Source: an optimization exercise on an open RTL-to-GDS flow (aim: small area, a short achievable clock period and few clock cycles). Production flows keep margins and buffers that such runs may drop. In this exercise RTL edits were held to simulation tests only and were not proved equivalent to the original. No activity file was given, so power comes from the tool's default toggle rates.

==> flow/design.v (excerpt) <==
module wpd_decomp (
    input  wire        clk,
    input  wire        rst,           
    input  wire        in_valid,
    input  wire [7:0]  in_data,
    output wire        in_ready,
    output wire        out_valid,
    output wire [7:0]  out_data,
    input  wire        out_ready,
    output wire        ctx_valid,
    output wire [31:0] ignored_count,
    output wire [1:0]  err_code
);
export LEC_CHECK = 0
export CAP_MARGIN = 20
export CORE_MARGIN = 2
export CORE_UTILIZATION = 40
export SLEW_MARGIN = 20
create_clock -name core_clock -period 10.0 [get_ports {clk}]
standard.sh (not shown) runs the stock make flow with config.mk's settings and CLKGATE_MAP_FILE= SYNTH_SCRIPT=/design/flow/synth_recipe.tcl, a recipe that flattens the netlist after the stock synthesis.
==> flow/flow/run.sh <==
#!/bin/bash
# Standard layout with plain buffers on the ports, a smaller clock tree
# (8x clock buffers on larger sink clusters, no dummy loads), a denser core
# and timing repair aimed below the 10 ns clock period. ORFS writes each
# tool's full output under orfs/logs; make's output goes to standard.log.
set -euo pipefail
bash standard.sh \
  "BUFFER_PORTS_ARGS=-buffer_cell sky130_fd_sc_hd__buf_1" \
  "SETUP_SLACK_MARGIN=7" \
  "CORE_UTILIZATION=55" \
  "CTS_ARGS=-sink_clustering_enable -repair_clock_nets -dont_use_dummy_load -buf_list sky130_fd_sc_hd__clkbuf_8 -sink_clustering_size 30" \
  finish > standard.log 2>&1
Testbench counts at the start, summed over its fixed seeds: cycles 89,846.
==> next run, changes <==
==> flow/flow/run.sh (replaced) <==
#!/bin/bash
# Standard layout with plain buffers on the ports, a smaller clock tree
# (4x clock buffers at the leaves, no dummy loads), a denser core
# and timing repair aimed below the 10 ns clock period. ORFS writes each
# tool's full output under orfs/logs; make's output goes to standard.log.
set -euo pipefail
bash standard.sh \
  "BUFFER_PORTS_ARGS=-buffer_cell sky130_fd_sc_hd__buf_1" \
  "SETUP_SLACK_MARGIN=7" \
  "CORE_UTILIZATION=65" \
  "CTS_ARGS=-sink_clustering_enable -repair_clock_nets -dont_use_dummy_load -buf_list sky130_fd_sc_hd__clkbuf_4 -root_buf sky130_fd_sc_hd__clkbuf_8" \
  finish > standard.log 2>&1
Power went down by 4.9%.
Clock power falls by 25%.
Setup slack gets better by 0.0035 ns.
Cell count shrinks by 3.8%.
Synthesized area stays the same.
Worst hold slack improves by 0.011 ns.
==> next run, changes <==
==> flow/flow/run.sh (replaced) <==
#!/bin/bash
# Standard layout with plain buffers on the ports and timing repair aimed
# below the 10 ns clock period; each tool's output goes to ORFS's own logs
# under orfs/logs, and make's output to standard.log here.
set -euo pipefail
bash standard.sh \
  "BUFFER_PORTS_ARGS=-buffer_cell sky130_fd_sc_hd__buf_2" \
  "SETUP_SLACK_MARGIN=7" \
  finish > standard.log 2>&1
After rerunning:
- The changed run went through all stages and came out clean
- total power goes up by 22%
- synthesized area stays the same
- wire length goes down by 2.9%
- cell area goes up by 6.9%
==> next run, changes <==
==> flow/flow/run.sh (replaced) <==
#!/bin/bash
# Standard layout with plain buffers on the ports, a smaller clock tree
# (8x clock buffers on larger sink clusters, no dummy loads), a denser core
# and timing repair aimed below the 10 ns clock period. ORFS writes each
# tool's full output under orfs/logs; make's output goes to standard.log.
set -euo pipefail
bash standard.sh \
  "BUFFER_PORTS_ARGS=-buffer_cell sky130_fd_sc_hd__buf_1" \
  "SETUP_SLACK_MARGIN=7.3" \
  "CORE_UTILIZATION=65" \
  "CTS_ARGS=-sink_clustering_enable -repair_clock_nets -dont_use_dummy_load -buf_list sky130_fd_sc_hd__clkbuf_8 -sink_clustering_size 40 -sink_clustering_max_diameter 80" \
  finish > standard.log 2>&1
Effect: The new run produced a clean layout. Combinational power came out higher by well over a third. Global-route usage came out higher by 18 points. Core utilization came out higher by 41 points. Via count came out higher by a quarter to a third. Setup slack gets worse by 0.041 ns. Area after synthesis stays the same. Design area came out higher by roughly a tenth. First-iteration DRC count came out higher to 2.5 times its value. Sequential power came out higher by a few percent.

---

wpd_decomp, a different RTL version from the one above (not shown whole).
Size: ~130 flip-flops, roughly 57 I/O pins, about 7100 µm² of cells after synthesis.
// wpd_decomp
module wpd_decomp (
    input  wire        clk,
    input  wire        rst,           
    input  wire        in_valid,
    input  wire [7:0]  in_data,
    output wire        in_ready,
    output wire        out_valid,
    output wire [7:0]  out_data,
    input  wire        out_ready,
    output wire        ctx_valid,
    output wire [31:0] ignored_count,
    output wire [1:0]  err_code
);
==> flow/config.mk <==
export PLATFORM = sky130hd
export DESIGN_NAME = wpd_decomp
export DESIGN_NICKNAME = wpd_decomp
export VERILOG_FILES = /design/flow/design.v
export SDC_FILE = /design/flow/constraint.sdc
export NUM_CORES = 4
export LEC_CHECK = 0
export CAP_MARGIN = 20
export CORE_MARGIN = 2
export CORE_UTILIZATION = 40
export SLEW_MARGIN = 20
==> flow/constraint.sdc <==
create_clock -name core_clock -period 10.0 [get_ports {clk}]
set_input_delay 2.0000 -clock core_clock [delete_from_list [all_inputs] [get_ports {clk}]]
set_output_delay 2.0000 -clock core_clock [all_outputs]
set_load 0.01 [all_outputs]
run.sh (not shown) runs the stock make flow with config.mk's settings and CLKGATE_MAP_FILE= SYNTH_SCRIPT=/design/flow/synth_recipe.tcl, a recipe that flattens the netlist after the stock synthesis.
Stock flow here: none of the scripts above is used.
Testbench counts at the start, summed over its fixed seeds: cycles 92,884.
Next try:
==> flow/flow/run.sh (new file) <==
#!/bin/bash
# Standard layout with plain buffers on the ports and timing repair aimed
# below the 10 ns clock period; each tool's output goes to ORFS's own logs
# under orfs/logs, and make's output to standard.log here.
set -euo pipefail
bash standard.sh \
  "BUFFER_PORTS_ARGS=-buffer_cell sky130_fd_sc_hd__buf_2" \
  "SETUP_SLACK_MARGIN=7" \
  finish > standard.log 2>&1
==> flow/standard.sh (new file) <==
#!/bin/bash
# synth_recipe.tcl (not shown) runs the flow's synth.tcl, then flattens the netlist and writes it again
# the make line also repeats each setting of config.mk as NAME=value (left out here)
make -C /OpenROAD-flow-scripts/flow DESIGN_CONFIG=/design/flow/config.mk WORK_HOME=/design/flow/orfs CLKGATE_MAP_FILE= SYNTH_SCRIPT=/design/flow/synth_recipe.tcl "${@:-finish}"
removed: flow/run.sh
After rerunning:
- The changed run completed with no timing, DRC or antenna violations
- power is about the same
- cell count rises by 0.58%
- via count falls by 0.48%
- core utilization falls by 0.59 points
- clock skew barely changes
- maximum frequency rises by 17%
- non-clock buffer count rises by 6
- clock power falls by about 0.6%
- global-route usage falls by 0.35 points
- count of clock-buffer cells in the layout rises by 2

## re-timing with driven ports
Ports are ideal in the flow. The routed layouts listed here were re-timed in OpenROAD.
Step 1 assumes that a clkbuf_16 drives the clock port and a buf_2 every other input.
Step 2, shift: input delay + t, output delay - t, t = (earliest + latest rising clock arrival at the registers) / 2. This alone moves slack from input paths to output paths.
Three values: ideal, step 1, step 2; two values: the first two.
run | shift t [ns] | setup WS [ns] | worst setup path at the end | worst slew at a driven data input, ns | cell pins on the clock port's net
the first run of note 1 | 0.463 | 7.038 / 7.001 / 6.660 | input to register | 0.03 | 1
the second run of note 1 | 0.445 | 7.041 / 7.005 / 6.665 | input to register | 0.04 | 1
the third run of note 1 | 0.468 | 7.030 / 6.986 / 6.671 | input to register | 0.03 | 1
the fourth run of note 1 | 0.494 | 6.989 / 6.949 / 6.693 | input to register | 0.04 | 1
the first run of note 2 | 0.465 | 6.538 / 6.494 / 6.316 | input to register | 0.03 | 1
the second run of note 2 | 0.455 | 7.035 / 6.993 / 6.676 | input to register | 0.03 | 1
After both steps every run listed still meets setup and hold. The setup slack of the first run of note 1, which loses most, moves by -0.037 ns with the drivers and by -0.378 ns with both steps.
